Context: an optimization exercise on an open-source flow, tuned for small area, a short achievable clock period and few clock cycles. The choices shown serve that exercise and are no tape-out recipe. RTL that was checked went through simulation tests only; none was proved equivalent to the original. For run 2, only the layout was checked, not whether the RTL still works. Power and IR drop assume default switching activity.

## run.sh

```bash
#!/bin/bash
# synth_recipe.tcl (not shown) runs the flow's synth.tcl, then flattens the netlist and writes it again
# the make line also repeats each setting of config.mk as NAME=value (left out here)
make -C /OpenROAD-flow-scripts/flow DESIGN_CONFIG=/design/flow/config.mk WORK_HOME=/design/flow/orfs CLKGATE_MAP_FILE= SYNTH_SCRIPT=/design/flow/synth_recipe.tcl finish
```

## config.mk

```make
export PLATFORM = sky130hd
export DESIGN_NAME = vm20_core
export DESIGN_NICKNAME = vm20_core
export VERILOG_FILES = /design/flow/design.v
export SDC_FILE = /design/flow/constraint.sdc
export NUM_CORES = 4
export LEC_CHECK = 0
export ABC_AREA = 1
export CAP_MARGIN = 20
export CORE_MARGIN = 2
export CORE_UTILIZATION = 35
export SETUP_SLACK_MARGIN = 2.6
export SLEW_MARGIN = 20
```

## constraint.sdc

```tcl
create_clock -name core_clock -period 8.0 [get_ports {clk}]
set_input_delay 1.6000 -clock core_clock [delete_from_list [all_inputs] [get_ports {clk}]]
set_output_delay 1.6000 -clock core_clock [all_outputs]
set_load 0.01 [all_outputs]
```

## design.v

```verilog
module vm20_core (
    input  wire        clk,
    input  wire        rst,           
    input  wire [7:0]  exec_start,    
    output reg         mem_req,
    output reg         mem_we,
    output reg  [7:0]  mem_addr,
    output reg  [19:0] mem_wdata,
    input  wire        mem_ready,
    input  wire [19:0] mem_rdata,
    input  wire        in_valid,
    input  wire [7:0]  in_data,
    input  wire        in_eof,
    input  wire        in_err,
    output reg         in_take,
    output reg         out_valid,
    output reg         out_kind,      
    output reg  [19:0] out_data,
    input  wire        out_ready,
    input  wire        out_err,
    output wire [2:0]  status,
    output wire [7:0]  pc,
    output wire [19:0] r0,
    output wire [19:0] r1,
    output wire [19:0] r2,
    output wire [19:0] r3
);
    localparam [2:0] ST_RUNNING = 3'd0, ST_HALTED = 3'd1, ST_EOI = 3'd2,
                     ST_ILLIO   = 3'd3, ST_LIMIT  = 3'd4;
    localparam [3:0] OP_LD = 4'd0,  OP_LDI = 4'd1, OP_ST  = 4'd2,  OP_ADD = 4'd3,
                     OP_SUB = 4'd4, OP_MUL = 4'd5, OP_DIV = 4'd6,  OP_OR  = 4'd7,
                     OP_AND = 4'd8, OP_SHL = 4'd9, OP_SHR = 4'd10, OP_IO  = 4'd11,
                     OP_BR  = 4'd12, OP_BRZ = 4'd13, OP_BRN = 4'd14, OP_BRS = 4'd15;
    localparam [7:0] INSTR_LIMIT = 8'd200;
    localparam [3:0] S_F   = 4'd0, S_E   = 4'd1, S_O   = 4'd2, S_RD  = 4'd3,
                     S_WR  = 4'd4, S_MD  = 4'd5, S_OUT = 4'd6, S_TOK = 4'd7,
                     S_CHR = 4'd8, S_X   = 4'd9, S_TW  = 4'd10, S_DONE = 4'd11;
    reg [19:0] rg0, rg1, rg2, rg3;
    reg [7:0]  pc_q;       
    reg [7:0]  count;
    reg [2:0]  status_q;
    reg [3:0]  state;
    reg [3:0]  i_op;
    reg [1:0]  i_r;
    reg [1:0]  i_x;
    reg [7:0]  i_a;        
    reg        i_aok;      
    reg        i_jok;      
    reg [19:0] md_p;       
    reg [19:0] md_d;       
    reg [19:0] md_q;       
    reg [4:0]  md_k;       
    reg [1:0]  md_ph;      
    reg        md_neg;     
    reg        md_b;       
    reg        c_v;
    reg [7:0]  c_a;
    reg [19:0] c_d;
    reg        tok_started;
    reg        tok_neg;
    reg        tok_digit;
    reg        tok_bad;
    reg        tok_ovf;
    assign status = status_q;
    assign pc     = pc_q;
    assign r0     = rg0;
    assign r1     = rg1;
    assign r2     = rg2;
    assign r3     = rg3;
    wire [3:0] rz  = {rg3 == 20'd0, rg2 == 20'd0, rg1 == 20'd0, rg0 == 20'd0};
    wire [3:0] rn  = {rg3[19], rg2[19], rg1[19], rg0[19]};
    function [19:0] rsel;
        input [1:0] i;
        begin
            case (i)
                2'd0: rsel = rg0;
                2'd1: rsel = rg1;
                2'd2: rsel = rg2;
                default: rsel = rg3;
            endcase
        end
    endfunction
    function [19:0] rev20;
        input [19:0] v;
        integer k;
        begin
            for (k = 0; k < 20; k = k + 1) rev20[k] = v[19 - k];
        end
    endfunction
    wire st_e = (state == S_E);
    wire [3:0]  w_op  = mem_rdata[19:16];
    wire [1:0]  w_r   = mem_rdata[15:14];
    wire [1:0]  w_x   = mem_rdata[13:12];
    wire        w_nop = (mem_rdata[11:8] != 4'd0);
    wire [7:0]  w_s   = mem_rdata[7:0];
    wire        w_x0  = (w_x == 2'd0);
    wire        w_memop = (w_op == OP_LD) || (w_op == OP_ADD) || (w_op == OP_SUB) ||
                          (w_op == OP_MUL) || (w_op == OP_DIV) || (w_op == OP_OR) ||
                          (w_op == OP_AND) || (w_op == OP_IO && w_r == 2'd2);
    reg         w_cond;
    always @(*) begin
        case (w_op)
            OP_BR:   w_cond = w_r[0];                  
            OP_BRZ:  w_cond = rz[w_r];
            OP_BRN:  w_cond = rn[w_r];
            OP_BRS:  w_cond = 1'b1;
            default: w_cond = 1'b0;
        endcase
    end
    wire        w_hit   = !w_nop && w_x0 && (w_op == OP_LD) && c_v && (c_a == w_s);
    wire        w_use_s = !w_nop && w_x0 && (w_memop || w_op == OP_ST || w_cond) && !w_hit;
    wire [1:0]  pa_i  = st_e ? w_x : i_r;
    wire [1:0]  pb_i  = st_e ? w_r : i_r;
    wire [19:0] pa    = rsel(pa_i);
    wire [19:0] pb    = rsel(pb_i);
    wire        alu_sub = !st_e && (i_op == OP_SUB);
    wire [19:0] alu_a   = ((st_e && w_x0) || (!st_e && i_op == OP_LD)) ? 20'd0 : pa;
    wire [19:0] alu_b   = {st_e ? 12'd0 : mem_rdata[19:8], mem_rdata[7:0]};
    wire [19:0] alu_sum = alu_a + (alu_sub ? ~alu_b : alu_b) + {19'd0, alu_sub};
    wire        sh_r    = st_e ? w_op[1] : i_op[1];    
    wire [4:0]  sh_n    = st_e ? w_s[4:0] : i_a[4:0];
    wire        sh_fill = sh_r & pb[19];
    wire [19:0] sh_0    = sh_r ? pb : rev20(pb);
    wire [19:0] sh_1    = sh_n[0] ? {sh_fill, sh_0[19:1]} : sh_0;
    wire [19:0] sh_2    = sh_n[1] ? {{2{sh_fill}}, sh_1[19:2]} : sh_1;
    wire [19:0] sh_3    = sh_n[2] ? {{4{sh_fill}}, sh_2[19:4]} : sh_2;
    wire [19:0] sh_4    = sh_n[3] ? {{8{sh_fill}}, sh_3[19:8]} : sh_3;
    wire [19:0] sh_5    = sh_n[4] ? {{16{sh_fill}}, sh_4[19:16]} : sh_4;
    wire [19:0] sh_out  = sh_r ? sh_5 : rev20(sh_5);
    wire        w_shok  = (w_s[7:5] == 3'd0) && (w_s[4:0] <= 5'd19);
    wire        i_shok  = i_aok && (i_a[7:5] == 3'd0) && (i_a[4:0] <= 5'd19);
    function [4:0] lflags;       
        input [19:0] v;
        begin
            lflags[0] = (v[19:8] == 12'h000);
            lflags[1] = (v[19:8] == 12'hfff);
            lflags[2] = v[19] || (v[18:8] == 11'h000);
            lflags[3] = v[19] || (v[18:8] == 11'h7ff);
            lflags[4] = (v[19] || (v[18:9] == 10'h3ff)) && (v[19:8] != 12'hfff);
        end
    endfunction
    wire [4:0]  lf0 = lflags(rg0), lf1 = lflags(rg1), lf2 = lflags(rg2), lf3 = lflags(rg3);
    wire [4:0]  w_lf = (w_x == 2'd1) ? lf1 : (w_x == 2'd2) ? lf2 : (w_x == 2'd3) ? lf3 : lf0;
    wire [8:0]  sx_lo   = {1'b0, w_s} + {1'b0, w_x0 ? 8'd0 : pa[7:0]};
    wire        c8      = sx_lo[8];
    wire        sx_aok  = w_x0 || (c8 ? w_lf[1] : w_lf[0]);
    wire        sx_jok  = w_x0 || (c8 ? w_lf[3] : w_lf[2]);
    wire        w_rel   = (w_op == OP_BR) && (w_r == 2'd2);
    wire [8:0]  rel_lo  = {1'b0, pc_q} + {1'b0, sx_lo[7:0]};
    wire        rel_ok  = w_x0 ? !rel_lo[8] :
                          (c8 && rel_lo[8]) ? w_lf[4] :
                          (c8 || rel_lo[8]) ? w_lf[3] : w_lf[2];
    reg         i_cond;
    always @(*) begin
        case (i_op)
            OP_BR:   i_cond = 1'b1;                    
            OP_BRZ:  i_cond = rz[i_r];
            OP_BRN:  i_cond = rn[i_r];
            OP_BRS:  i_cond = 1'b1;
            default: i_cond = 1'b0;
        endcase
    end
    wire        i_hit   = (i_op == OP_LD) && c_v && (c_a == i_a);
    wire        i_memop = (i_op == OP_LD) || (i_op == OP_ADD) || (i_op == OP_SUB) ||
                          (i_op == OP_MUL) || (i_op == OP_DIV) || (i_op == OP_OR) ||
                          (i_op == OP_AND) || (i_op == OP_IO);
    wire        md_mul  = (i_op == OP_MUL);
    wire        md_sub  = md_mul ? (md_q[0] && !md_b) : 1'b1;
    wire [19:0] md_lhs  = (!md_mul && md_ph == 2'd1) ? {1'b0, md_p[19:1]} : md_p;
    wire [20:0] md_sum  = {1'b0, md_lhs} + {1'b0, md_sub ? ~md_d : md_d} + {20'd0, md_sub};
    wire        md_ge   = md_sum[20];            
    wire [19:0] mul_res = (md_q[0] ^ md_b) ? md_sum[19:0] : md_p;
    wire [19:0] div_q   = {md_q[18:0], md_ge};
    wire        md_qend = (md_ph == 2'd2 && md_k == 5'd0);    
    wire        md_last = md_mul ? (md_q[19:1] == {19{md_q[0]}})
                                 : ((md_qend && !md_neg) || md_ph == 2'd3);
    wire        m_zero  = (mem_rdata == 20'd0);
    reg  [19:0] ng_in;
    reg         ng_do;
    always @(*) begin
        if (state == S_O) begin
            ng_in = mem_rdata;
            ng_do = mem_rdata[19];
        end else if (state == S_TOK) begin
            ng_in = md_p;
            ng_do = tok_neg;
        end else if (md_ph == 2'd0) begin
            ng_in = md_p;
            ng_do = md_p[19];
        end else begin
            ng_in = md_q;
            ng_do = 1'b1;
        end
    end
    wire [19:0] ng_out  = ng_do ? (20'd0 - ng_in) : ng_in;
    wire [19:0] md_res  = md_mul ? mul_res : (md_ph == 2'd3) ? ng_out : div_q;
    wire        in_sep   = (in_data <= 8'd32) || (in_data >= 8'd127 && in_data <= 8'd160);
    wire        in_digit = (in_data >= 8'h30) && (in_data <= 8'h39);
    wire [23:0] tok_next = {1'b0, md_p, 3'd0} + {3'd0, md_p, 1'b0} + {20'd0, in_data[3:0]};
    wire        tok_ok   = !tok_bad && tok_digit && !tok_ovf &&
                           (tok_neg || md_p != 20'd524288);
    wire        tok_end  = tok_started && (in_eof || (in_valid && in_sep));
    wire        tok_st   = tok_end && tok_ok && i_aok;
    wire        limit    = (count == INSTR_LIMIT);
    reg  [7:0]  x_npc;      
    always @(*) begin
        x_npc = (i_cond && i_jok) ? i_a : pc_q;
    end
    always @(*) begin
        mem_req   = 1'b0;
        mem_we    = 1'b0;
        mem_addr  = pc_q;
        mem_wdata = pb;
        in_take   = 1'b0;
        out_valid = 1'b0;
        out_kind  = (i_r == 2'd3);
        out_data  = md_p;
        case (state)
            S_F, S_O, S_MD, S_CHR: begin
                mem_req  = 1'b1;
            end
            S_E: begin
                mem_req  = 1'b1;
                mem_we   = !w_nop && w_x0 && (w_op == OP_ST);
                if (w_use_s) mem_addr = w_s;
            end
            S_X: begin
                mem_req  = 1'b1;
                if ((i_memop && !i_hit) || i_op == OP_ST) begin
                    mem_we = i_aok && (i_op == OP_ST);
                    if (i_aok) mem_addr = i_a;
                end else begin
                    mem_addr = x_npc;
                end
            end
            S_RD: begin
                mem_req  = 1'b1;
                mem_addr = i_a;
            end
            S_WR: begin
                mem_req  = 1'b1;
                mem_we   = 1'b1;
                mem_addr = i_a;
            end
            S_OUT: begin
                mem_req   = 1'b1;
                out_valid = 1'b1;
            end
            S_TOK: begin
                mem_req   = 1'b1;
                in_take   = in_valid && !(tok_started && in_sep);
            end
            S_TW: begin
                mem_req   = 1'b1;
                mem_we    = 1'b1;
                mem_addr  = i_a;
                mem_wdata = md_p;
            end
            default: ;
        endcase
        if (state == S_CHR) in_take = in_valid;
    end
    reg        wb_en;
    reg [1:0]  wb_idx;
    reg [19:0] wb_val;
    reg        chr_en;
    always @(*) begin
        wb_en  = 1'b0;
        wb_idx = i_r;
        wb_val = md_res;
        chr_en = 1'b0;
        case (state)
            S_E: begin
                wb_idx = w_r;
                if (!w_nop) begin
                    case (w_op)
                        OP_LDI: begin
                            wb_en  = 1'b1;
                            wb_val = alu_sum;
                        end
                        OP_LD: begin
                            wb_en  = w_hit;
                            wb_val = c_d;
                        end
                        OP_SHL, OP_SHR: begin
                            wb_en  = w_x0 && w_shok;
                            wb_val = sh_out;
                        end
                        OP_BRS: begin
                            wb_en  = 1'b1;
                            wb_val = {12'd0, pc_q};
                        end
                        default: ;
                    endcase
                end
            end
            S_X: begin
                if (i_op == OP_LD) begin
                    wb_en  = i_hit && i_aok;
                    wb_val = c_d;
                end else begin
                    wb_en  = (i_op == OP_SHL || i_op == OP_SHR) && i_shok;
                    wb_val = sh_out;
                end
            end
            S_O: begin
                case (i_op)
                    OP_LD,
                    OP_ADD,
                    OP_SUB: begin wb_en = 1'b1; wb_val = alu_sum;          end
                    OP_OR:  begin wb_en = 1'b1; wb_val = pa | mem_rdata;   end
                    OP_AND: begin wb_en = 1'b1; wb_val = pa & mem_rdata;   end
                    OP_MUL: begin wb_en = m_zero; wb_val = 20'd0; end
                    default: ;
                endcase
            end
            S_MD: begin
                wb_en = md_last;
            end
            S_CHR: begin
                wb_idx = i_x;
                chr_en = in_valid;
            end
            default: ;
        endcase
    end
    task complete;
        input [7:0] npc;
        begin
            if (limit) begin
                pc_q     <= npc;
                status_q <= ST_LIMIT;
                state    <= S_DONE;
            end else if (mem_ready) begin
                pc_q  <= npc + 8'd1;
                count <= count + 8'd1;
                state <= S_E;
            end else begin
                pc_q  <= npc;
                state <= S_F;
            end
        end
    endtask
    task issued;
        input is_store;
        begin
            if (is_store) state <= mem_ready ? S_F : S_WR;
            else          state <= mem_ready ? S_O : S_RD;
        end
    endtask
    always @(posedge clk) begin
        if (rst) begin
            rg0      <= 20'd0;
            rg1      <= 20'd0;
            rg2      <= 20'd0;
            rg3      <= 20'd0;
            pc_q     <= exec_start;
            count    <= 8'd0;
            c_v      <= 1'b0;
            status_q <= ST_RUNNING;
            state    <= S_F;
        end else begin
            if (wb_en) begin
                case (wb_idx)
                    2'd0: rg0 <= wb_val;
                    2'd1: rg1 <= wb_val;
                    2'd2: rg2 <= wb_val;
                    default: rg3 <= wb_val;
                endcase
            end
            if (chr_en) begin
                case (wb_idx)
                    2'd0: rg0[7:0] <= in_data;
                    2'd1: rg1[7:0] <= in_data;
                    2'd2: rg2[7:0] <= in_data;
                    default: rg3[7:0] <= in_data;
                endcase
            end
            if (mem_req && mem_we && mem_ready) begin
                c_v <= 1'b1;
                c_a <= mem_addr;
                c_d <= mem_wdata;
            end else if (state == S_O) begin
                c_v <= 1'b1;
                c_a <= i_a;
                c_d <= mem_rdata;
            end
            case (state)
                S_F: begin
                    if (limit) begin
                        status_q <= ST_LIMIT;
                        state    <= S_DONE;
                    end else if (mem_ready) begin
                        pc_q  <= pc_q + 8'd1;
                        count <= count + 8'd1;
                        state <= S_E;
                    end
                end
                S_E: begin
                    i_op   <= w_op;
                    i_r    <= w_r;
                    i_x    <= w_x;
                    i_a    <= w_rel ? rel_lo[7:0] : sx_lo[7:0];
                    i_aok  <= sx_aok;
                    i_jok  <= w_rel ? rel_ok : sx_jok;
                    if (w_nop) begin
                        complete(pc_q);
                    end else begin
                        case (w_op)
                            OP_LDI: complete(pc_q);
                            OP_LD: begin
                                if (w_hit)     complete(pc_q);
                                else if (w_x0) issued(1'b0);
                                else           state <= S_X;
                            end
                            OP_ST: begin
                                if (w_x0) issued(1'b1);
                                else      state <= S_X;
                            end
                            OP_SHL, OP_SHR: begin
                                if (w_x0) complete(pc_q);
                                else      state <= S_X;
                            end
                            OP_BRZ, OP_BRN, OP_BRS: begin
                                if (w_x0 || !w_cond) complete(w_use_s ? w_s : pc_q);
                                else                 state <= S_X;
                            end
                            OP_IO: begin
                                case (w_r)
                                    2'd0: begin
                                        tok_started <= 1'b0;
                                        tok_neg     <= 1'b0;
                                        tok_digit   <= 1'b0;
                                        tok_bad     <= 1'b0;
                                        tok_ovf     <= 1'b0;
                                        md_p        <= 20'd0;
                                        state       <= S_TOK;
                                    end
                                    2'd1: state <= S_CHR;
                                    2'd2: begin
                                        if (w_x0) issued(1'b0);
                                        else      state <= S_X;
                                    end
                                    default: begin
                                        md_p  <= {12'd0, pa[19:12]};
                                        state <= S_OUT;
                                    end
                                endcase
                            end
                            OP_BR: begin
                                case (w_r)
                                    2'd0: begin
                                        status_q <= ST_HALTED;
                                        state    <= S_DONE;
                                    end
                                    2'd2: state <= S_X;
                                    default: begin
                                        if (w_x0) complete(w_s);
                                        else      state <= S_X;
                                    end
                                endcase
                            end
                            default: begin
                                if (w_x0) issued(1'b0);
                                else      state <= S_X;
                            end
                        endcase
                    end
                end
                S_X: begin
                    if (i_memop || i_op == OP_ST) begin
                        if (i_aok && !i_hit) issued(i_op == OP_ST);
                        else       complete(pc_q);
                    end else begin
                        complete(x_npc);
                    end
                end
                S_RD: begin
                    if (mem_ready) state <= S_O;
                end
                S_WR, S_TW: begin
                    if (mem_ready) state <= S_F;
                end
                S_O: begin
                    md_p <= mem_rdata;        
                    case (i_op)
                        OP_MUL: begin
                            md_p   <= 20'd0;
                            md_q   <= pa;
                            md_b   <= 1'b0;
                            md_d   <= mem_rdata;
                            if (rz[i_r] || m_zero) complete(pc_q);
                            else                   state <= S_MD;
                        end
                        OP_DIV: begin
                            md_p   <= pa;
                            md_q   <= 20'd0;
                            md_d   <= ng_out;
                            md_k   <= 5'd0;
                            md_ph  <= pa[19] ? 2'd0 : 2'd1;
                            md_neg <= pa[19] ^ mem_rdata[19];
                            if (rz[i_r] || m_zero) complete(pc_q);
                            else                   state <= S_MD;
                        end
                        OP_IO: state <= S_OUT;
                        default: complete(pc_q);
                    endcase
                end
                S_MD: begin
                    if (md_mul) begin
                        md_p <= mul_res;
                        md_d <= {md_d[18:0], 1'b0};
                        md_q <= {md_q[19], md_q[19:1]};
                        md_b <= md_q[0];
                    end else if (md_ph == 2'd0) begin
                        md_p  <= ng_out;
                        md_ph <= 2'd1;
                    end else if (md_ph == 2'd1) begin
                        if (md_ge) begin
                            md_d <= {md_d[18:0], 1'b0};
                            md_k <= md_k + 5'd1;
                        end else begin
                            md_ph <= 2'd2;
                        end
                    end else if (md_ph == 2'd2) begin
                        if (md_ge) md_p <= md_sum[19:0];
                        md_q <= div_q;
                        md_d <= {1'b0, md_d[19:1]};
                        md_k <= md_k - 5'd1;
                        if (md_qend) md_ph <= 2'd3;
                    end
                    if (md_last) complete(pc_q);
                end
                S_OUT: begin
                    if (out_ready) begin
                        if (out_err) begin
                            status_q <= ST_ILLIO;
                            state    <= S_DONE;
                        end else begin
                            complete(pc_q);
                        end
                    end
                end
                S_TOK: begin
                    if (in_err) begin
                        status_q <= ST_ILLIO;
                        state    <= S_DONE;
                    end else if (!tok_started && in_eof) begin
                        status_q <= ST_EOI;
                        state    <= S_DONE;
                    end else if (tok_end) begin
                        if (!tok_st) begin
                            complete(pc_q);
                        end else begin
                            md_p  <= ng_out;     
                            state <= S_TW;
                        end
                    end else if (in_valid && !(in_sep && !tok_started)) begin
                        tok_started <= 1'b1;
                        if (!tok_started && (in_data == 8'h2B || in_data == 8'h2D)) begin
                            tok_neg <= (in_data == 8'h2D);
                        end else if (in_digit) begin
                            tok_digit <= 1'b1;
                            if (!tok_ovf) begin
                                if (tok_next > 24'd524288) tok_ovf <= 1'b1;
                                else                       md_p    <= tok_next[19:0];
                            end
                        end else begin
                            tok_bad <= 1'b1;
                        end
                    end
                end
                S_CHR: begin
                    if (in_err) begin
                        status_q <= ST_ILLIO;
                        state    <= S_DONE;
                    end else if (in_eof) begin
                        status_q <= ST_EOI;
                        state    <= S_DONE;
                    end else if (in_valid) begin
                        complete(pc_q);
                    end
                end
                default: state <= S_DONE;   
            endcase
        end
    end
endmodule
```

==> reports/metrics.yaml, run 1 <==
cts_buffer_depth: 3
synth_edf_count: 128
insertion_delay_ns: 0.63
hpwlAfterDp_microns: 114000
dpl_cell_area_sq_um: 29200
status: "no timing/DRC/antenna violations"
worst_slew_pin_slew_ns: 1.15
drc: 0
powerDensity_nw_per_um2: 364
syn_inst: 4180
place_congestion: 1.06
start_kind: "input port"
worstSetupEndpointType: "primary output"
ys_seq_area_share_pct: 22.0
crit_arrival_ns: 3.78
grt.overflow.total: 0
async_flop_share_pct: 0
grt_pass1_wl_microns: 212000
hold_viol: 0
timing.setup.tns_ns: 0
ys_types: 75
rsz0062_at_grt: "no"
wirelength_microns: 150000
core_area_sq_um: 74300
synth_most_common_cell: "nand2_1"
hold_ws_ns: 0.472
postRouteAntennaNets: 0
io_buffer_count: 187
antenna_found_initial: 2
grt_max_degree: 69
drt_iter0_drc: 5254
syn_nets: 4345
htree_levels: 1
wl_per_cell_microns: 27.8
synth.area.top_cells: "edfxtp_1 15%, nand2_1 12%, nand3_1 8.2%"
max_cap_violations: 0
setup_viol: 0
ys.flop_type: "edfxtp_1"
finalMaxSlewViolations: 0
route.vias.total: 33504
cts.sink_count: 224
path_clk_slew_ns: 0.05
numCtsBuffers: 30
ys_ff_latch: 224
vias_per_cell: 6.23
cp.required_ns: 6.40
critPathKind: "in -> out"
p_leak_nw: 13.4
synth.top_cell.area_share_pct: 14.6
syn_area_per_cell_sq_um: 6.28
rows: 100
synthTopCellsByCount: "859 x nand2_1, 432 x inv_1, 428 x nand3_1"
initial_core_util_pct: 35.3
die_h_microns: 278
cts_hold_buffers: 0
synth_area_sq_um: 26200
hold_path.class: "reg -> reg"
area_delta_synth_final_pct: 20.7
worstPathMaxFanout: 27
synth_area_leader_cell: "edfxtp_1"
drt_pass1_iterations: 9
slew_headroom_pct: 22.3
drive_gt1_share_pct: 11.8
fin_crit_ns: 5.38
yosysWarningCount: 1
die_area_sq_um: 77200
die_x_microns: 278
io_pins: 188
cts_tree: "done"
cts-root-buf: "clkbuf_16"
fin_crit_sh_pct: 67.3
grt_usage_pct: 37.1
finalClockSkew_ns: 0.0330
nNetsFinal: 4548
finalInstanceArea_sq_um: 31700
grt_pass1_vias: 30188
fmax_mhz: 186
irDropWorstVdd_mv: 0.231
[report_power, final]
group	total [mW]	switching, mW	internal (mW)	leakage (nW)
logic	8.21	5.68	2.53	10.9
registers	1.82	0.367	1.46	1.97
clock network	1.49	0.620	0.871	0.531
[flip-flops by register name, summed over array words and instances (netlist names), 20 cells and up]
register and flops:
md_p 20, md_q 20, rg3 20, rg2 20
c_d 20, md_d 20, rg1 20, rg0 20
[layout by cell type (no fill, tap or decap), types with 11 or more instances in the layout]
cell and n:
nand2_1 845, inv_1 421, nand3_1 417, o21ai_0 379
a21oi_1 355, nor2_1 327, buf_4 168, clkdlybuf4s50_1 136
edfxtp_1 128, ha_1 111, dfxtp_1 96, nand4_1 88
o211ai_1 82, xor2_1 78, o21ai_1 57, nor3_1 46
o21ai_2 41, nand3_2 39, o22ai_1 33, clkbuf_16 32
o221ai_1 30, nor4_1 27, xnor2_1 25, inv_2 22
nand2_2 19, nor2_4 18, nand3b_1 17, nor2_2 16
a221oi_1 16, a21oi_2 15, a211oi_1 15, or2_2 14
o2111ai_1 14, dlymetal6s2s_1 14, a22oi_1 12, o21ai_4 11
buf_2 11, dlygate4sd2_1 11
[per-stage QoR]
step,setup slack [ns],std cells,util [%],power (mW)
finish,2.62,5378,42.6,11.5
global route,2.57,5376,42.6,12.0
CTS,2.53,5348,42.0,11.0
detailed placement,0.656,5234,39.3,9.14
global placement,0.708,5234,39.3,9.17
floorplan,2.65,4180,-,6.37
[path summary, 6_finish.rpt]
kind / from / end / slack, ns / cells past startpoint
worst max-delay path: mem_rdata[14] / mem_wdata[6] / 2.62 / 12
worst min-delay path: count[7]$_SDFFE_PP0P_ / count[7]$_SDFFE_PP0P_ / 0.47 / 1
worst max register to register: i_op[1]$_DFFE_PP_ / md_p[5]$_DFFE_PP_ / 2.82 / 27
worst min register to register: count[7]$_SDFFE_PP0P_ / count[7]$_SDFFE_PP0P_ / 0.47 / 1
[metal layers]
metal	global-route usage [%]	wire length, microns
met1	48.9	58600
met2	53.6	60500
met3	9.06	18300
met4	24.3	12300
met5	0	0
[kinds of logic after synthesis]
| group | share of synthesized area, % |
|---|---|
| flip-flops | 22.0 |
| AND/OR/NAND/NOR | 32.6 |
| adder cells (fa/ha/maj) | 5.97 |
| XOR/XNOR | 3.66 |
| multiplexers | 0.0381 |
| AO/OA/AOI/OAI | 25.5 |
| buffers and inverters | 10.3 |
[worst max-delay path, stage by stage]
cell and delay, ns:
clkdlybuf4s15_2 0.22, buf_4 0.22, nand3_1 0.19, nand2_4 0.13
buf_8 0.23, inv_1 0.06, nor2_1 0.22, nand2_1 0.10
nand3_2 0.15, nand3_1 0.12, o21ai_2 0.19, dlygate4sd2_1 0.32
[repair_timing]
action | 4_1_cts | 5_1_grt
setup buffers | 55 | 28
gates cloned | 3 | 0
endpoints found under the setup margin | 158 | 119
hold endpoints to repair | 0 | 0
resized for setup | 240 | 109
pin swaps | 22 | 29
[layout make-up]
type	instances	area (sq um)
Timing Repair Buffer	372	3340
Clock inverter	11	116
Sequential cell	224	5770
Tap cell	969	1210
Clock buffer	45	937
Antenna cell	2	5.00
Multi-Input combinational cell	3288	18500
Fill cell	8003	42600
Inverter	467	1810
Testbench counts, summed over its fixed seeds: cycles 81,305.
==> run 2: changes to the inputs <==
--- a/design.v
+++ b/design.v
@@ -47,4 +47,5 @@
     reg        i_aok;      
     reg        i_jok;      
+    reg        i_c8;       
     reg [19:0] md_p;       
     reg [19:0] md_d;       
@@ -114,8 +115,7 @@
     wire [19:0] pa    = rsel(pa_i);
     wire [19:0] pb    = rsel(pb_i);
-    wire        alu_sub = !st_e && (i_op == OP_SUB);
-    wire [19:0] alu_a   = ((st_e && w_x0) || (!st_e && i_op == OP_LD)) ? 20'd0 : pa;
-    wire [19:0] alu_b   = {st_e ? 12'd0 : mem_rdata[19:8], mem_rdata[7:0]};
-    wire [19:0] alu_sum = alu_a + (alu_sub ? ~alu_b : alu_b) + {19'd0, alu_sub};
+    wire        alu_sub = (i_op == OP_SUB);
+    wire [19:0] alu_a   = (i_op == OP_LD) ? 20'd0 : pa;
+    wire [19:0] alu_sum = alu_a + (alu_sub ? ~mem_rdata : mem_rdata) + {19'd0, alu_sub};
     wire        sh_r    = st_e ? w_op[1] : i_op[1];    
     wire [4:0]  sh_n    = st_e ? w_s[4:0] : i_a[4:0];
@@ -144,15 +144,18 @@
     wire [8:0]  sx_lo   = {1'b0, w_s} + {1'b0, w_x0 ? 8'd0 : pa[7:0]};
     wire        c8      = sx_lo[8];
+    wire [11:0] sx_hi0  = w_x0 ? 12'd0 : pa[19:8];
+    wire [19:0] sx_full = {c8 ? sx_hi0 + 12'd1 : sx_hi0, sx_lo[7:0]};
     wire        sx_aok  = w_x0 || (c8 ? w_lf[1] : w_lf[0]);
     wire        sx_jok  = w_x0 || (c8 ? w_lf[3] : w_lf[2]);
-    wire        w_rel   = (w_op == OP_BR) && (w_r == 2'd2);
-    wire [8:0]  rel_lo  = {1'b0, pc_q} + {1'b0, sx_lo[7:0]};
-    wire        rel_ok  = w_x0 ? !rel_lo[8] :
-                          (c8 && rel_lo[8]) ? w_lf[4] :
-                          (c8 || rel_lo[8]) ? w_lf[3] : w_lf[2];
+    wire        i_rel   = (i_op == OP_BR) && (i_r == 2'd2);
+    wire [8:0]  rel_lo  = {1'b0, pc_q} + {1'b0, i_a};
+    wire [4:0]  i_lf    = (i_x == 2'd1) ? lf1 : (i_x == 2'd2) ? lf2 : (i_x == 2'd3) ? lf3 : lf0;
+    wire        rel_ok  = (i_x == 2'd0) ? !rel_lo[8] :
+                          (i_c8 && rel_lo[8]) ? i_lf[4] :
+                          (i_c8 || rel_lo[8]) ? i_lf[3] : i_lf[2];
     reg         i_cond;
     always @(*) begin
         case (i_op)
-            OP_BR:   i_cond = 1'b1;                    
+            OP_BR:   i_cond = i_r[0];                  
             OP_BRZ:  i_cond = rz[i_r];
             OP_BRN:  i_cond = rn[i_r];
@@ -277,5 +280,5 @@
                         OP_LDI: begin
                             wb_en  = 1'b1;
-                            wb_val = alu_sum;
+                            wb_val = sx_full;
                         end
                         OP_LD: begin
@@ -401,7 +404,8 @@
                     i_r    <= w_r;
                     i_x    <= w_x;
-                    i_a    <= w_rel ? rel_lo[7:0] : sx_lo[7:0];
+                    i_a    <= sx_lo[7:0];
+                    i_c8   <= c8;
                     i_aok  <= sx_aok;
-                    i_jok  <= w_rel ? rel_ok : sx_jok;
+                    i_jok  <= sx_jok;
                     if (w_nop) begin
                         complete(pc_q);
@@ -472,4 +476,7 @@
                         if (i_aok && !i_hit) issued(i_op == OP_ST);
                         else       complete(pc_q);
+                    end else if (i_rel) begin
+                        if (rel_ok) pc_q <= rel_lo[7:0];
+                        state <= S_F;
                     end else begin
                         complete(x_npc);
==> flow/run.sh (new file) <==
#!/bin/bash
# The standard layout (the standard.sh, all ORFS steps unchanged), except that the
# port buffers ORFS inserts on every input and output are plain sky130_fd_sc_hd__buf_2
# cells instead of the delay buffers buffer_ports picks by default.
set -euo pipefail
bash standard.sh finish "BUFFER_PORTS_ARGS=-buffer_cell sky130_fd_sc_hd__buf_2" > flow_make.log 2>&1
==> standard.sh (new file) <==
#!/bin/bash
# synth_recipe.tcl (not shown) runs the flow's synth.tcl, then flattens the netlist and writes it again
# the make line also repeats each setting of config.mk as NAME=value (left out here)
make -C /OpenROAD-flow-scripts/flow DESIGN_CONFIG=/design/flow/config.mk WORK_HOME=/design/flow/orfs CLKGATE_MAP_FILE= SYNTH_SCRIPT=/design/flow/synth_recipe.tcl "${@:-finish}"
removed: run.sh
==> run 2 against run 1 <==
  * Still clean
  * Sequential share of layout area is 0.66 points higher
  * Non-clock buffer count is 56 lower
  * Sequential cell count is 1 higher
  * Synthesized area is 1.1% higher
  * Combinational power is 8.9% higher
  * Critical path depth is 5 higher
  * Worst setup slack worse by 0.14 ns
  * Clock skew is 0.012 ns higher
  * Synthesized cell count is 1.8% higher
  * Critical endpoint is now rg1[2]$_SDFF_PP0_
  * Highest routed layer is now met5
==> reports/metrics.yaml, run 2 <==
nNetsFinal: 4587
synth_area_leader_cell: "edfxtp_1"
finalMaxSlewViolations: 0
ys.flop_type: "edfxtp_1"
worstPathMaxFanout: 19
cts_buffer_depth: 3
hpwlAfterDp_microns: 126000
antenna_found_initial: 4
wl_per_cell_microns: 30.4
drive_gt1_share_pct: 14.2
setup_viol: 0
grt_pass1_wl_microns: 227000
swShare_pct: 61.1
synth_edf_count: 129
die_x_microns: 279
powerDensity_nw_per_um2: 407
cts.sink_count: 225
drc: 0
io_pins: 188
grt_usage_pct: 40.2
worstSetupEndpointType: "flop"
initial_core_util_pct: 35.5
ys_seq_area_share_pct: 21.8
hold_path.class: "reg -> reg"
start_kind: "input port"
synth.area.top_cells: "edfxtp_1 15%, nand2_1 12%, o21ai_0 8.2%"
htree_levels: 2
min_from: "count[7]$_SDFFE_PP0P_"
synth.top_cell.area_share_pct: 14.6
max_cap_violations: 0
io_buffer_count: 187
cts-root-buf: "clkbuf_16"
wirelength_microns: 164000
synth_area_sq_um: 26500
final_cell_mix: "843 x nand2_1, 442 x inv_1, 400 x a21oi_1, 395 x o21ai_0, 389 x nand3_1"
numCtsBuffers: 34
route.vias.total: 34526
syn_area_per_cell_sq_um: 6.24
total_power_mw: 12.5
p_leak_nw: 13.4
p_switching_mw: 7.65
grt_max_degree: 75
ys_types: 72
cts_tree: "done"
fmax_mhz: 181
grt_pass1_vias: 30891
die_area_sq_um: 78100
vias_per_cell: 6.37
finalClockSkew_ns: 0.0453
yosysWarningCount: 1
slew_headroom_pct: 11.7
dpl_cell_area_sq_um: 28400
worst_slew_pin_slew_ns: 1.30
syn_inst: 4255
clockPowerShare_pct: 12.8
pwr-share-seq_pct: 15.7
timing.setup.tns_ns: 0
postRouteAntennaNets: 0
core_area_sq_um: 74800
cp.required_ns: 8.48
power.internal_mw: 4.87
crit_start: "mem_rdata[12]"
irDropWorstVdd_mv: 0.162
place_congestion: 1.10
ys_ff_latch: 225
hold_viol: 0
die_h_microns: 279
drt_iter0_drc: 5762
async_flop_share_pct: 0
insertion_delay_ns: 0.59
fin_crit_ns: 5.53
rows: 100
crit_arrival_ns: 6.00
rsz0062_at_grt: "yes"
fin_crit_sh_pct: 69.1
drt_pass1_iterations: 7
finalInstanceArea_sq_um: 30700
critPathKind: "in -> reg"
cts_hold_buffers: 0
layout_commonest_cell: "nand2_1"
r2r_start: "state[0]$_SDFFE_PP0P_"
area_delta_synth_final_pct: 15.8
path_clk_slew_ns: 0.06
synth_most_common_cell: "nand2_1"
syn_nets: 4420
grt.overflow.total: 0
comb_power_share_pct: 71.5
status: "no timing/DRC/antenna violations"
synthTopCellsByCount: "861 x nand2_1, 464 x inv_1, 436 x o21ai_0"
[run 2: cell types whose count changed after synthesis, sizes merged, moves of 6 or more]
cell | before | now
a21oi | 371 | 407
a31oi | 9 | 21
buf | 84 | 77
clkbuf | 120 | 114
inv | 453 | 494
nand3 | 458 | 406
nand3b | 17 | 5
nand4 | 88 | 101
nor3 | 49 | 58
nor4 | 30 | 39
o21ai | 488 | 544
o22ai | 35 | 24
o31ai | 6 | 14
or2 | 19 | 11
[run 2: kinds of logic (layout without fill, tap and decap cells)]
family          count (synthesis)  after routing  synth area share, %
buf+inv                       697            885                 10.5
compound gates               1230           1231                 26.6
fa+ha+maj                     121            121                 5.90
xor+xnor                      113            113                 3.78
simple gates                 1869           1872                 31.4
other cells                     0              2                    0
flops                         225            225                 21.8
[run 2: layout make-up]
class	instances	area, sq um
fill	8169	44100
multi-input combinational	3337	18600
sequential	225	5800
timing repair buffer	316	2040
inverter	506	1980
tap	969	1210
clock buffer	46	947
clock inverter	15	203
timing repair inverter	2	15.0
antenna	2	5.00
[run 2: path summary, 6_finish.rpt]
kind	endpoint	slack, ns	cells past startpoint
worst min-delay path	count[7]$_SDFFE_PP0P_	0.45	2
worst max register to register	rg1[2]$_SDFF_PP0_	2.69	19
worst max-delay path	rg1[2]$_SDFF_PP0_	2.47	17
worst min register to register	count[7]$_SDFFE_PP0P_	0.45	2
[run 2: what timing repair did]
| item | in CTS | in global routing |
|---|---|---|
| setup endpoints to repair | 120 | 149 |
| pin swaps | 11 | 21 |
| setup buffers | 25 | 34 |
| cloned | 5 | 2 |
| resized for setup | 108 | 113 |
[run 2: metal layers]
metal | wire length (microns) | track usage (%) | up-vias
met5 | 33 | 0 | -
met4 | 13300 | 26.4 | 4
met3 | 22900 | 11.3 | 567
met2 | 64800 | 56.7 | 2717
met1 | 63400 | 53.3 | 16086
li1 | - | - | 15152
[run 2: metrics by stage]
| stage | hold WS [ns] | instances | setup WS [ns] | utilization, % |
|---|---|---|---|---|
| detailed placement | 0.452 | 5289 | 1.42 | 37.9 |
| floorplan | 0.430 | 4255 | 2.66 | - |
| global placement | 0.447 | 5289 | 1.54 | 37.9 |
| global route | 0.469 | 5417 | 2.40 | 41.1 |
| CTS | 0.459 | 5380 | 2.48 | 40.2 |
| finish | 0.455 | 5418 | 2.47 | 41.1 |
[run 2: power groups by stage]
stage	registers [mW]	clock network (mW)	logic [mW]
global route	1.95	1.65	9.39
finish	1.96	1.61	8.94
floorplan	1.76	0	5.09
global placement	1.96	0	8.11
detailed placement	1.95	0	8.08
CTS	1.93	1.60	8.27
[run 2: worst max-delay path, cell delays in order]
cell	delay, ns
buf_4	0.24
inv_4	0.15
o21ai_4	0.32
buf_4	0.20
nand2_8	0.14
inv_2	0.13
nand2_1	0.18
nand3_2	0.16
a21boi_0	0.14
fa_1	0.56
or2_2	0.33
a311oi_1	0.74
o22ai_1	0.32
a21oi_1	0.22
nand2_1	0.32
nand2_1	0.16
a21oi_1	0.07
==> run 3: changes to the inputs <==
--- a/design.v
+++ b/design.v
@@ -63,4 +63,6 @@
     reg        tok_bad;
     reg        tok_ovf;
+    reg        tok_ph;     
+    reg [3:0]  tok_d;
     assign status = status_q;
     assign pc     = pc_q;
@@ -110,9 +112,12 @@
     end
     wire        w_hit   = !w_nop && w_x0 && (w_op == OP_LD) && c_v && (c_a == w_s);
-    wire        w_use_s = !w_nop && w_x0 && (w_memop || w_op == OP_ST || w_cond) && !w_hit;
-    wire [1:0]  pa_i  = st_e ? w_x : i_r;
-    wire [1:0]  pb_i  = st_e ? w_r : i_r;
-    wire [19:0] pa    = rsel(pa_i);
-    wire [19:0] pb    = rsel(pb_i);
+    wire        w_isbr  = (w_op == OP_BR && w_r[0]) || (w_op == OP_BRZ) ||
+                          (w_op == OP_BRN) || (w_op == OP_BRS);
+    wire        w_use_s = !w_nop && w_x0 && (w_memop || w_isbr) && !w_hit;
+    wire [7:0]  w_s_inc = w_s + 8'd1;
+    wire [19:0] w_xr  = rsel(w_x);
+    wire [19:0] w_rv  = rsel(w_r);
+    wire [19:0] pa    = rsel(i_r);
+    wire [19:0] pb    = st_e ? w_rv : pa;
     wire        alu_sub = (i_op == OP_SUB);
     wire [19:0] alu_a   = (i_op == OP_LD) ? 20'd0 : pa;
@@ -142,8 +147,10 @@
     wire [4:0]  lf0 = lflags(rg0), lf1 = lflags(rg1), lf2 = lflags(rg2), lf3 = lflags(rg3);
     wire [4:0]  w_lf = (w_x == 2'd1) ? lf1 : (w_x == 2'd2) ? lf2 : (w_x == 2'd3) ? lf3 : lf0;
-    wire [8:0]  sx_lo   = {1'b0, w_s} + {1'b0, w_x0 ? 8'd0 : pa[7:0]};
+    wire [8:0]  sx_lo   = {1'b0, w_s} + {1'b0, w_x0 ? 8'd0 : w_xr[7:0]};
     wire        c8      = sx_lo[8];
-    wire [11:0] sx_hi0  = w_x0 ? 12'd0 : pa[19:8];
-    wire [19:0] sx_full = {c8 ? sx_hi0 + 12'd1 : sx_hi0, sx_lo[7:0]};
+    wire [11:0] hi1 = rg1[19:8] + 12'd1, hi2 = rg2[19:8] + 12'd1, hi3 = rg3[19:8] + 12'd1;
+    wire [11:0] sx_hi0  = w_x0 ? 12'd0 : w_xr[19:8];
+    wire [11:0] sx_hi1  = (w_x == 2'd1) ? hi1 : (w_x == 2'd2) ? hi2 : hi3;
+    wire [19:0] sx_full = {c8 ? sx_hi1 : sx_hi0, sx_lo[7:0]};
     wire        sx_aok  = w_x0 || (c8 ? w_lf[1] : w_lf[0]);
     wire        sx_jok  = w_x0 || (c8 ? w_lf[3] : w_lf[2]);
@@ -169,7 +176,10 @@
                           (i_op == OP_AND) || (i_op == OP_IO);
     wire        md_mul  = (i_op == OP_MUL);
-    wire        md_sub  = md_mul ? (md_q[0] && !md_b) : 1'b1;
-    wire [19:0] md_lhs  = (!md_mul && md_ph == 2'd1) ? {1'b0, md_p[19:1]} : md_p;
-    wire [20:0] md_sum  = {1'b0, md_lhs} + {1'b0, md_sub ? ~md_d : md_d} + {20'd0, md_sub};
+    wire        tok_s   = (state == S_TOK);
+    wire        md_sub  = tok_s ? 1'b0 : md_mul ? (md_q[0] && !md_b) : 1'b1;
+    wire [19:0] md_lhs  = tok_s ? (tok_ph ? {md_p[18:0], 1'b0} : md_p) :
+                          (!md_mul && md_ph == 2'd1) ? {1'b0, md_p[19:1]} : md_p;
+    wire [19:0] md_rhs  = tok_s ? (tok_ph ? {16'd0, tok_d} : {md_p[17:0], 2'b00}) : md_d;
+    wire [20:0] md_sum  = {1'b0, md_lhs} + {1'b0, md_sub ? ~md_rhs : md_rhs} + {20'd0, md_sub};
     wire        md_ge   = md_sum[20];            
     wire [19:0] mul_res = (md_q[0] ^ md_b) ? md_sum[19:0] : md_p;
@@ -200,5 +210,5 @@
     wire        in_sep   = (in_data <= 8'd32) || (in_data >= 8'd127 && in_data <= 8'd160);
     wire        in_digit = (in_data >= 8'h30) && (in_data <= 8'h39);
-    wire [23:0] tok_next = {1'b0, md_p, 3'd0} + {3'd0, md_p, 1'b0} + {20'd0, in_data[3:0]};
+    wire        tok_big  = (md_p > 20'd52428) || (md_p == 20'd52428 && in_data[3:0] == 4'd9);
     wire        tok_ok   = !tok_bad && tok_digit && !tok_ovf &&
                            (tok_neg || md_p != 20'd524288);
@@ -210,9 +220,10 @@
         x_npc = (i_cond && i_jok) ? i_a : pc_q;
     end
+    reg  [7:0]  addr_r;
     always @(*) begin
         mem_req   = 1'b0;
         mem_we    = 1'b0;
-        mem_addr  = pc_q;
-        mem_wdata = pb;
+        addr_r    = pc_q;
+        mem_wdata = pa;
         in_take   = 1'b0;
         out_valid = 1'b0;
@@ -225,6 +236,4 @@
             S_E: begin
                 mem_req  = 1'b1;
-                mem_we   = !w_nop && w_x0 && (w_op == OP_ST);
-                if (w_use_s) mem_addr = w_s;
             end
             S_X: begin
@@ -232,17 +241,17 @@
                 if ((i_memop && !i_hit) || i_op == OP_ST) begin
                     mem_we = i_aok && (i_op == OP_ST);
-                    if (i_aok) mem_addr = i_a;
+                    if (i_aok) addr_r = i_a;
                 end else begin
-                    mem_addr = x_npc;
+                    addr_r = x_npc;
                 end
             end
             S_RD: begin
                 mem_req  = 1'b1;
-                mem_addr = i_a;
+                addr_r   = i_a;
             end
             S_WR: begin
                 mem_req  = 1'b1;
                 mem_we   = 1'b1;
-                mem_addr = i_a;
+                addr_r   = i_a;
             end
             S_OUT: begin
@@ -252,10 +261,10 @@
             S_TOK: begin
                 mem_req   = 1'b1;
-                in_take   = in_valid && !(tok_started && in_sep);
+                in_take   = in_valid && (in_sep ? !tok_started : (tok_ph || !in_digit || tok_ovf));
             end
             S_TW: begin
                 mem_req   = 1'b1;
                 mem_we    = 1'b1;
-                mem_addr  = i_a;
+                addr_r    = i_a;
                 mem_wdata = md_p;
             end
@@ -263,4 +272,5 @@
         endcase
         if (state == S_CHR) in_take = in_valid;
+        mem_addr = (st_e && w_use_s) ? w_s : addr_r;
     end
     reg        wb_en;
@@ -345,4 +355,23 @@
         end
     endtask
+    task complete_e;
+        input next_s;
+        begin
+            if (limit) begin
+                if (next_s) pc_q <= w_s;
+                status_q <= ST_LIMIT;
+                state    <= S_DONE;
+            end else if (w_use_s && !next_s) begin
+                state <= S_F;
+            end else if (mem_ready) begin
+                pc_q  <= w_use_s ? w_s_inc : pc_q + 8'd1;
+                count <= count + 8'd1;
+                state <= S_E;
+            end else begin
+                if (w_use_s) pc_q <= w_s;
+                state <= S_F;
+            end
+        end
+    endtask
     task issued;
         input is_store;
@@ -419,6 +448,5 @@
                             end
                             OP_ST: begin
-                                if (w_x0) issued(1'b1);
-                                else      state <= S_X;
+                                state <= w_x0 ? S_WR : S_X;
                             end
                             OP_SHL, OP_SHR: begin
@@ -427,5 +455,5 @@
                             end
                             OP_BRZ, OP_BRN, OP_BRS: begin
-                                if (w_x0 || !w_cond) complete(w_use_s ? w_s : pc_q);
+                                if (w_x0 || !w_cond) complete_e(w_cond);
                                 else                 state <= S_X;
                             end
@@ -438,4 +466,5 @@
                                         tok_bad     <= 1'b0;
                                         tok_ovf     <= 1'b0;
+                                        tok_ph      <= 1'b0;
                                         md_p        <= 20'd0;
                                         state       <= S_TOK;
@@ -447,5 +476,5 @@
                                     end
                                     default: begin
-                                        md_p  <= {12'd0, pa[19:12]};
+                                        md_p  <= {12'd0, w_xr[19:12]};
                                         state <= S_OUT;
                                     end
@@ -460,5 +489,5 @@
                                     2'd2: state <= S_X;
                                     default: begin
-                                        if (w_x0) complete(w_s);
+                                        if (w_x0) complete_e(1'b1);
                                         else      state <= S_X;
                                     end
@@ -565,12 +594,17 @@
                     end else if (in_valid && !(in_sep && !tok_started)) begin
                         tok_started <= 1'b1;
-                        if (!tok_started && (in_data == 8'h2B || in_data == 8'h2D)) begin
+                        if (tok_ph) begin
+                            if (!tok_ovf) md_p <= md_sum[19:0];
+                            tok_ph <= 1'b0;
+                        end else if (in_digit && !tok_ovf) begin
+                            tok_digit <= 1'b1;
+                            if (tok_big) tok_ovf <= 1'b1;
+                            else         md_p    <= md_sum[19:0];
+                            tok_d  <= in_data[3:0];
+                            tok_ph <= 1'b1;
+                        end else if (!tok_started && (in_data == 8'h2B || in_data == 8'h2D)) begin
                             tok_neg <= (in_data == 8'h2D);
                         end else if (in_digit) begin
                             tok_digit <= 1'b1;
-                            if (!tok_ovf) begin
-                                if (tok_next > 24'd524288) tok_ovf <= 1'b1;
-                                else                       md_p    <= tok_next[19:0];
-                            end
                         end else begin
                             tok_bad <= 1'b1;
--- a/config.mk
+++ b/config.mk
@@ -10,4 +10,4 @@
 export CORE_MARGIN = 2
 export CORE_UTILIZATION = 35
-export SETUP_SLACK_MARGIN = 2.6
+export SETUP_SLACK_MARGIN = 3.0
 export SLEW_MARGIN = 20
==> run 3 against run 2 <==
  * Total power fell by 21%
  * Clock skew is 0.0077 ns lower
  * Die area is 1.3% higher
  * Routed wire length up 3.1%
  * Hold slack gained 0.026 ns
  * Critical path depth down 8
  * Sequential power is 8% lower
  * Fmax rose by 8.2%
  * Count of clock-buffer cells in the layout is 10 lower
  * Sequential cell count up 5
  * Worst setup slack better by 0.42 ns
  * Cell area up 2.8%
==> reports/metrics.yaml, run 3 <==
status: "no timing/DRC/antenna violations"
numCtsBuffers: 31
synthTopCellsByCount: "1085 x nand2_1, 470 x inv_1, 452 x a21oi_1"
place_congestion: 1.11
grt.overflow.total: 0
synth.top_cell.area_share_pct: 15.1
synth_area_leader_cell: "nand2_1"
cts_buffer_depth: 3
syn_inst: 4473
powerDensity_nw_per_um2: 313
fin_crit_sh_pct: 63.8
finalClockSkew_ns: 0.0376
rows: 101
core_area_sq_um: 76100
area_delta_synth_final_pct: 17.4
antenna_found_initial: 7
vias_per_cell: 6.40
fin_crit_ns: 5.10
die_area_sq_um: 79100
rsz0062_at_grt: "yes"
synth.area.top_cells: "nand2_1 15%, edfxtp_1 15%, a21oi_1 8.4%"
critPathMaxStageDelay_ns: 0.85
clockPowerShare_pct: 15.9
slowest_stage: "o21ai_0"
grt_max_degree: 52
drt_iter0_drc: 6161
htree_levels: 1
slew_headroom_pct: 31.9
crit_arrival_ns: 3.50
timing.setup.tns_ns: 0
cts-root-buf: "clkbuf_16"
crit_top_cell: "nand3_1"
hold_path.class: "reg -> reg"
finalMaxSlewViolations: 0
drc: 0
die_x_microns: 281
setup_viol: 0
final_cell_mix: "1063 x nand2_1, 434 x a21oi_1, 428 x inv_1, 421 x nand3_1, 380 x o21ai_0"
route.vias.total: 36253
wl_per_cell_microns: 29.9
power.internal_mw: 4.13
grt_usage_pct: 41.2
ys_seq_area_share_pct: 22.1
cp.required_ns: 6.40
worstSetupEndpointType: "primary output"
synth_most_common_cell: "nand2_1"
p_switching_mw: 5.76
ys_ff_latch: 230
insertion_delay_ns: 0.66
critPathKind: "reg -> out"
cts.sink_count: 230
die_h_microns: 281
worst_slew_pin_slew_ns: 1.01
syn_nets: 4597
ys.flop_type: "edfxtp_1"
path_clk_slew_ns: 0.06
initial_core_util_pct: 35.4
max_cap_violations: 0
hold_ws_ns: 0.481
irDropWorstVdd_mv: 0.204
cts_tree: "done"
ys_types: 71
p_leak_nw: 13.7
fmax_mhz: 196
swShare_pct: 58.3
grt_pass1_vias: 32160
comb_power_share_pct: 65.8
hpwlAfterDp_microns: 127000
layout_commonest_cell: "nand2_1"
pwr-share-seq_pct: 18.2
synth_edf_count: 134
wirelength_microns: 170000
cpLargestDelayFamily: "buffers and inverters"
io_pins: 188
postRouteAntennaNets: 0
yosysWarningCount: 1
async_flop_share_pct: 0
drt_pass1_iterations: 9
nNetsFinal: 4732
worstPathMaxFanout: 8
grt_pass1_wl_microns: 236000
syn_area_per_cell_sq_um: 6.02
crit_chain: "buf_6, inv_1, buf_12, buf_4, nand3_1, nand3_1, nand2_1, o21ai_0, buf_2"
drive_gt1_share_pct: 14.8
crit_buf_inv: 5
io_buffer_count: 187
hold_viol: 0
start_kind: "flop"
synth_area_sq_um: 26900
run 3: cell count changes after synthesis, moves of 10 or more:
cell	change
a21oi_1	+50
nand3_1	+32
o221ai_1	+23
buf_2	+11
o21ai_0	-27
clkbuf_1	+52
o22ai_1	+38
inv_2	-10
nand4_1	-15
ha_1	-39
xor2_1	-23
nand2_1	+224
o21ai_1	-54
run 3: path summary, 6_finish.rpt:
path                                       startpoint                     to  slack, ns  cells after the start
worst max-delay path                 i_r[1]$_DFFE_PP_           mem_wdata[1]       2.90                      9
worst min-delay path            count[7]$_SDFFE_PP0P_  count[7]$_SDFFE_PP0P_       0.48                      2
worst max register to register       i_r[0]$_DFFE_PP_   rg3[14]$_SDFFE_PP0P_       3.07                     24
worst min register to register  count[7]$_SDFFE_PP0P_  count[7]$_SDFFE_PP0P_       0.48                      2
run 3: kinds of logic (layout without fill, tap and decap cells):
kind of cell	after synthesis	count (layout)	share of synthesized area, %
other cells	0	4	0
fa+ha+maj	80	80	3.86
buf+inv	749	906	11.1
flops	230	230	22.1
simple gates	2095	2098	33.7
compound gates	1238	1238	26.6
xor+xnor	81	81	2.69
run 3: power groups by stage:
stage,registers [mW],logic (mW),clock network (mW)
CTS,1.77,5.98,1.57
floorplan,1.67,3.72,0
global route,1.80,6.83,1.61
detailed placement,1.80,5.85,0
finish,1.80,6.51,1.58
global placement,1.81,5.86,0
run 3: area by class of cell:
class                   instances  area [sq um]
clock buffers                  36           825
well taps                    1030          1290
multi-input cells            3497         18800
diodes                          4          10.0
repair inverters                2          12.5
clock inverters                22           272
inverters                     506          2000
fillers                      8327         44500
flip-flops and latches        230          5960
repair buffers                340          2400
run 3: repair_timing:
item / in CTS / in global routing
setup endpoints to repair: 144 / 123
pin swaps: 10 / 31
gates cloned: 2 / 5
buffers inserted: 26 / 39
hold buffers: 0 / 0
resized for setup: 130 / 202
run 3: tightest hold or removal path, delay by kind of cell, from the launching register on:
family	cells	cell delay (ns)
AOI/OAI and AO/OA	1	0.05
and+or+nand+nor	1	0.06
DFF	1	0.32
run 3: layer usage:
metal / routed length (microns) / track usage [%] / up-vias
met2: 65700 / 56.7 / 2993
met3: 25200 / 12.8 / 643
li1: - / - / 15678
met5: 48 / 0.438 / -
met1: 66000 / 55.8 / 16937
met4: 12800 / 24.4 / 2
run 3: through the flow:
stage                     std cells  util [%]  worst slack, ns  cell area [sq um]  power, mW
after floorplan                4473         -             2.99              27000       5.39
after global placement         5533      37.8             1.96              28800       7.66
after detailed placement       5533      37.8             1.83              28800       7.65
after CTS                      5619      40.2             2.92              30500       9.32
after global routing           5663      41.5             2.94              31600       10.2
final                          5667      41.5             2.90              31600       9.89
Testbench counts of run 3, summed over its fixed seeds: cycles 84,204.
==> run 4: changes to the inputs <==
--- a/config.mk
+++ b/config.mk
@@ -10,4 +10,5 @@
 export CORE_MARGIN = 2
 export CORE_UTILIZATION = 35
+export CTS_BUF_LIST = sky130_fd_sc_hd__clkbuf_8
 export SETUP_SLACK_MARGIN = 3.0
 export SLEW_MARGIN = 20
==> run 4 against run 3 <==
  * First-iteration DRC count increased by 3.3%
  * Still clean
  * Sequential cell count unchanged
  * Critical path depth increased by 3
  * Clock skew increased by 0.026 ns
  * Sequential power about the same
  * Critical endpoint is now mem_addr[2]
  * Final cell count increased by 0.53%
  * Cell area decreased by 0.95%
  * Combinational power decreased by 0.6%
  * Routed wire length increased by 0.30%
  * Fmax decreased by 2.3%
==> reports/metrics.yaml, run 4 <==
final_cell_mix: "1062 x nand2_1, 451 x inv_1, 436 x a21oi_1, 422 x nand3_1, 372 x o21ai_0"
vias_per_cell: 6.38
route.vias.total: 36374
drt_iter0_drc: 6366
slowest_stage: "dfxtp_1"
ys_types: 71
max_cap_violations: 0
worst_slew_pin_slew_ns: 0.996
postRouteAntennaNets: 0
path_clk_slew_ns: 0.08
ys_seq_area_share_pct: 22.1
place_congestion: 1.11
grt_pass1_wl_microns: 237000
io_pins: 188
reg2reg_depth: 24
hold_depth: 2
start_kind: "flop"
finalMaxSlewViolations: 0
rsz0062_at_grt: "yes"
crit_chain: "nor4_4, nand3_4, o21ai_4, o21ai_2, nand2_4, nand2_4, o21ai_4, o21ai_0, o22ai_1, a21oi_1, a21oi_2, buf_2"
grt_usage_pct: 41.4
power.internal_mw: 3.91
crit_start: "rg1[17]$_SDFFE_PP0P_"
fin_crit_ns: 5.22
dp_slack_ns: 1.83
p_switching_mw: 5.74
area_delta_synth_final_pct: 16.3
nNetsFinal: 4745
r2r_start: "i_r[0]$_DFFE_PP_"
cpLargestDelayFamily: "compound AO/OA/AOI/OAI gates"
drive_gt1_share_pct: 14.5
antenna_found_initial: 9
critPathKind: "reg -> out"
powerDensity_nw_per_um2: 308
synth.area.top_cells: "nand2_1 15%, edfxtp_1 15%, a21oi_1 8.4%"
fin_crit_sh_pct: 65.3
layout_commonest_cell: "nand2_1"
numCtsBuffers: 49
insertion_delay_ns: 0.75
fmax_mhz: 191
initial_core_util_pct: 35.4
yosysWarningCount: 1
cp.required_ns: 6.40
ys.flop_type: "edfxtp_1"
io_buffer_count: 187
rows: 101
grt_pass1_vias: 32278
setup_ws_ns: 2.78
synth_most_common_cell: "nand2_1"
hold_viol: 0
cp.depth: 12
grt_max_degree: 52
die_h_microns: 281
pwr-share-seq_pct: 18.7
fillCellCount: 8383
drc: 0
crit_arrival_ns: 3.62
cts_tree: "done"
die_x_microns: 281
hpwlAfterDp_microns: 127000
crit_buf_inv: 1
timing.setup.tns_ns: 0
p_leak_nw: 13.6
hold_path.class: "reg -> reg"
synth_area_sq_um: 26900
cts-root-buf: "clkbuf_8"
htree_levels: 2
finalClockSkew_ns: 0.0639
synth_edf_count: 134
worstSetupEndpointType: "primary output"
swShare_pct: 59.5
cts.sink_count: 230
die_area_sq_um: 79100
ys_ff_latch: 230
clockPowerShare_pct: 14.3
cts_buffer_depth: 3
core_area_sq_um: 76100
synthTopCellsByCount: "1085 x nand2_1, 470 x inv_1, 452 x a21oi_1"
irDropWorstVdd_mv: 0.151
wl_per_cell_microns: 29.9
min_from: "count[7]$_SDFFE_PP0P_"
worstPathMaxFanout: 7
synth.top_cell.area_share_pct: 15.1
syn_inst: 4473
critPathMaxStageDelay_ns: 0.48
grt.overflow.total: 0
slew_headroom_pct: 33.5
status: "no timing/DRC/antenna violations"
drt_pass1_iterations: 8
wirelength_microns: 170000
async_flop_share_pct: 0
syn_nets: 4597
syn_area_per_cell_sq_um: 6.02
synth_area_leader_cell: "nand2_1"
setup_viol: 0
comb_power_share_pct: 67.0
==> run 4: cells by family after synthesis <==
| group | count (synthesis) | share of synthesized area, % |
|---|---|---|
| buf+inv | 749 | 11.1 |
| compound gates | 1238 | 26.6 |
| simple gates | 2095 | 33.7 |
| flops | 230 | 22.1 |
| xor+xnor | 81 | 2.69 |
| fa+ha+maj | 80 | 3.86 |
==> run 4: cell type report <==
type	count	area, sq um	area share [%]
diodes	10	25.0	0.0800
clock buffers	56	771	2.46
clock inverters	31	206	0.660
inverters	506	1990	6.36
multi-input cells	3498	18800	59.9
flip-flops and latches	230	5950	19.0
well taps	1030	1290	4.12
repair buffers	334	2300	7.34
repair inverters	2	12.5	0.0400
==> run 4: path summary, 6_finish.rpt <==
kind | slack [ns] | endpoint
min reg2reg | 0.48 | count[7]$_SDFFE_PP0P_
max reg2reg | 3.11 | rg3[14]$_SDFFE_PP0P_
min | 0.48 | count[7]$_SDFFE_PP0P_
max | 2.78 | mem_addr[2]
==> run 4: per-layer routing <==
metal / up-vias / wire, microns / track usage, % / part of all wire [%]
met3: 628 / 25300 / 12.6 / 15
met5: - / 35 / 0.750 / 0.021
met2: 3008 / 65600 / 56.8 / 39
li1: 15720 / - / - / -
met1: 17014 / 66500 / 56.4 / 39
met4: 4 / 12800 / 24.5 / 7.5
==> run 4: power groups by stage <==
stage / registers, mW / clock network [mW] / logic (mW)
floorplan: 1.67 / 0 / 3.72
global placement: 1.81 / 0 / 5.86
detailed placement: 1.80 / 0 / 5.85
CTS: 1.77 / 1.37 / 5.98
global route: 1.80 / 1.42 / 6.79
finish: 1.80 / 1.38 / 6.47
==> run 4: stage by stage <==
step / hold WS (ns) / std cells / util [%] / area [sq um] / total power [mW]
detailed placement: 0.478 / 5533 / 37.8 / 28800 / 7.65
global route: 0.513 / 5689 / 41.1 / 31300 / 10.0
finish: 0.480 / 5697 / 41.1 / 31300 / 9.65
global placement: 0.471 / 5533 / 37.8 / 28800 / 7.66
CTS: 0.487 / 5649 / 40.0 / 30400 / 9.12
floorplan: 0.451 / 4473 / - / 27000 / 5.39
==> run 4: timing repair <==
action | CTS | global route
hold buffers | 0 | 0
gates cloned | 3 | 4
buffers inserted | 26 | 34
setup endpoints to repair | 144 | 111
resized for setup | 133 | 170
pin swaps | 6 | 32
==> run 4: worst register-to-register path, delay by kind of cell (launching register included) <==
family | cells | cell delay [ns]
compound gates | 6 | 1.05
xor+xnor | 1 | 0.33
fa+ha+maj | 1 | 0.32
buf+inv | 5 | 0.88
flops | 1 | 0.39
simple gates | 11 | 1.87
==> run 5: changes to the inputs <==
--- a/config.mk
+++ b/config.mk
@@ -13,2 +13,3 @@
 export SETUP_SLACK_MARGIN = 3.0
 export SLEW_MARGIN = 20
+export TNS_END_PERCENT = 0
==> run 5 against run 4 <==
  * Still clean
  * Synthesized area is the same
  * Critical path depth up 15
  * Total power is 1.2% higher
  * Utilization decreased by 0.46 points
  * Combinational power up 0.8%
  * Critical endpoint is now rg2[14]$_SDFFE_PP0P_
  * Global-route usage rose by 2.9 points
  * Highest routed layer unchanged
==> reports/metrics.yaml, run 5 <==
status: "no timing/DRC/antenna violations"
synth_most_common_cell: "nand2_1"
r2r_end: "rg2[14]$_SDFFE_PP0P_"
ys_seq_area_share_pct: 22.1
critPathKind: "reg -> reg"
fmax_mhz: 189
start_kind: "flop"
p_leak_nw: 13.6
synth_edf_count: 134
grt_pass1_wl_microns: 249000
vias_per_cell: 6.39
fin_crit_ns: 5.28
async_flop_share_pct: 0
insertion_delay_ns: 0.73
wl_per_cell_microns: 32.0
cts_tree: "done"
rows: 101
cts_hold_buffers: 0
io_pins: 188
route.vias.total: 36416
worstPathMaxFanout: 9
synth_area_leader_cell: "nand2_1"
initial_core_util_pct: 35.4
clockPowerShare_pct: 14.4
hold_depth: 2
yosysWarningCount: 1
fin_crit_sh_pct: 66.1
drc: 0
powerDensity_nw_per_um2: 316
power.internal_mw: 3.88
final_cell_mix: "1070 x nand2_1, 447 x inv_1, 439 x a21oi_1, 423 x nand3_1, 388 x o21ai_0"
postRouteAntennaNets: 0
timing.setup.tns_ns: 0
finalMaxSlewViolations: 0
htree_levels: 2
synth_area_sq_um: 26900
rsz0062_at_grt: "yes"
finalClockSkew_ns: 0.0611
antenna_found_initial: 18
io_buffer_count: 187
setup_viol: 0
area_delta_synth_final_pct: 15.0
hold_viol: 0
critPathMaxStageDelay_ns: 0.53
place_congestion: 1.09
comb_power_share_pct: 66.8
grt.overflow.total: 0
hpwlAfterDp_microns: 138000
syn_area_per_cell_sq_um: 6.02
path_clk_slew_ns: 0.06
max_cap_violations: 0
p_switching_mw: 5.89
die_x_microns: 281
grt_max_degree: 52
layout_commonest_cell: "nand2_1"
slew_headroom_pct: 20.1
grt_pass1_vias: 31966
drt_pass1_iterations: 7
hold_end: "count[7]$_SDFFE_PP0P_"
die_h_microns: 281
ys_ff_latch: 230
cts.sink_count: 230
hold_path.class: "reg -> reg"
synth.top_cell.area_share_pct: 15.1
core_area_sq_um: 76100
cts_buffer_depth: 3
cts-root-buf: "clkbuf_8"
synthTopCellsByCount: "1085 x nand2_1, 470 x inv_1, 452 x a21oi_1"
crit_arrival_ns: 5.88
cp.required_ns: 8.59
nNetsFinal: 4748
-- run 5: cell types whose count changed in the layout (fill, tap and decap cells not counted), sizes merged, moves of 3 or more --
cell and delta:
inv -15, buf +7, clkinv +15, nand2 -3
-- run 5: what timing repair did --
item,CTS,global route
setup buffers,25,29
pin swaps,8,18
gates cloned,0,4
endpoints found under the setup margin,151,134
hold endpoints to repair,0,0
gates resized for setup,111,75
-- run 5: cell families (layout without fill, tap and decap cells) --
kind of cell / Yosys count / after routing / share of synthesized area, %
and+or+nand+nor: 2095 / 2097 / 33.7
AOI/OAI and AO/OA: 1238 / 1238 / 26.6
buffers and inverters: 749 / 935 / 11.1
DFF: 230 / 230 / 22.1
xor gates and xnor gates: 81 / 81 / 2.69
adders and majority gates: 80 / 80 / 3.86
other: 0 / 9 / 0
-- run 5: routing by layer --
metal	track usage [%]	share of wire (%)	routed length (microns)	up-vias
met5	0.750	0.11	197	-
met4	25.5	7.2	13100	18
met3	15.1	14	26300	598
met2	61.4	39	71000	2877
met1	59.2	39	71800	17196
li1	-	-	-	15727
-- run 5: power groups by stage --
stage          registers (mW)  logic [mW]  clock network (mW)
3_5_place_dp             1.83        5.95                   0
6_report                 1.83        6.52                1.41
4_1_cts                  1.80        6.06                1.40
3_3_place_gp             1.83        5.97                   0
2_1_floorplan            1.67        3.72                   0
5_1_grt                  1.83        6.82                1.44
-- run 5: per-stage QoR --
| step | worst slack, ns | power (mW) | std cells | instance area, sq um | hold WS [ns] |
|---|---|---|---|---|---|
| 2_1_floorplan | 2.93 | 5.39 | 4473 | 27000 | 0.451 |
| 3_3_place_gp | 1.31 | 7.81 | 5545 | 28900 | 0.465 |
| 3_5_place_dp | 1.34 | 7.78 | 5545 | 28900 | 0.473 |
| 4_1_cts | 2.77 | 9.26 | 5658 | 30400 | 0.483 |
| 5_1_grt | 2.67 | 10.1 | 5692 | 30900 | 0.522 |
| 6_report | 2.72 | 9.77 | 5700 | 30900 | 0.485 |
-- run 5: how the worst max path moves through the flow --
| stage | slack, ns | startpoint | cells past startpoint | endpoint |
|---|---|---|---|---|
| 2_1_floorplan | 2.93 | mem_rdata[4] | 12 | mem_addr[2] |
| 3_3_place_gp | 1.31 | mem_rdata[19] | 13 | mem_addr[4] |
| 3_5_place_dp | 1.34 | mem_rdata[12] | 19 | rg0[10]$_SDFFE_PP0P_ |
| 4_1_cts | 2.77 | i_r[0]$_DFFE_PP_ | 14 | mem_addr[6] |
| 5_1_grt | 2.67 | i_op[3]$_DFFE_PP_ | 20 | rg0[8]$_SDFFE_PP0P_ |
| 6_report | 2.72 | i_r[0]$_DFFE_PP_ | 27 | rg2[14]$_SDFFE_PP0P_ |
-- run 5: critical path: cells and delay by family, from the launching register on --
family                     cells  cell delay [ns]
buffers and inverters          6             0.86
xor gates and xnor gates       1             0.36
AOI/OAI and AO/OA              5             1.19
DFF                            1             0.53
and+or+nand+nor               14             1.70
adders and majority gates      1             0.49
-- run 5: final cells by class --
class | instances | area, sq um
fillers | 8543 | 45100
clock buffers | 55 | 757
multi-input cells | 3496 | 18500
inverters | 506 | 1980
flip-flops and latches | 230 | 5950
well taps | 1030 | 1290
diodes | 9 | 22.5
repair buffers | 341 | 2240
clock inverters | 33 | 223

Check on run 5: ideal ports give 2.715 ns setup slack; a clkbuf_16 on the clock port and buf_2 on the inputs give 2.651 ns; moving port delays by the midpoint clock arrival (0.769 ns) as well gives 2.142 ns.
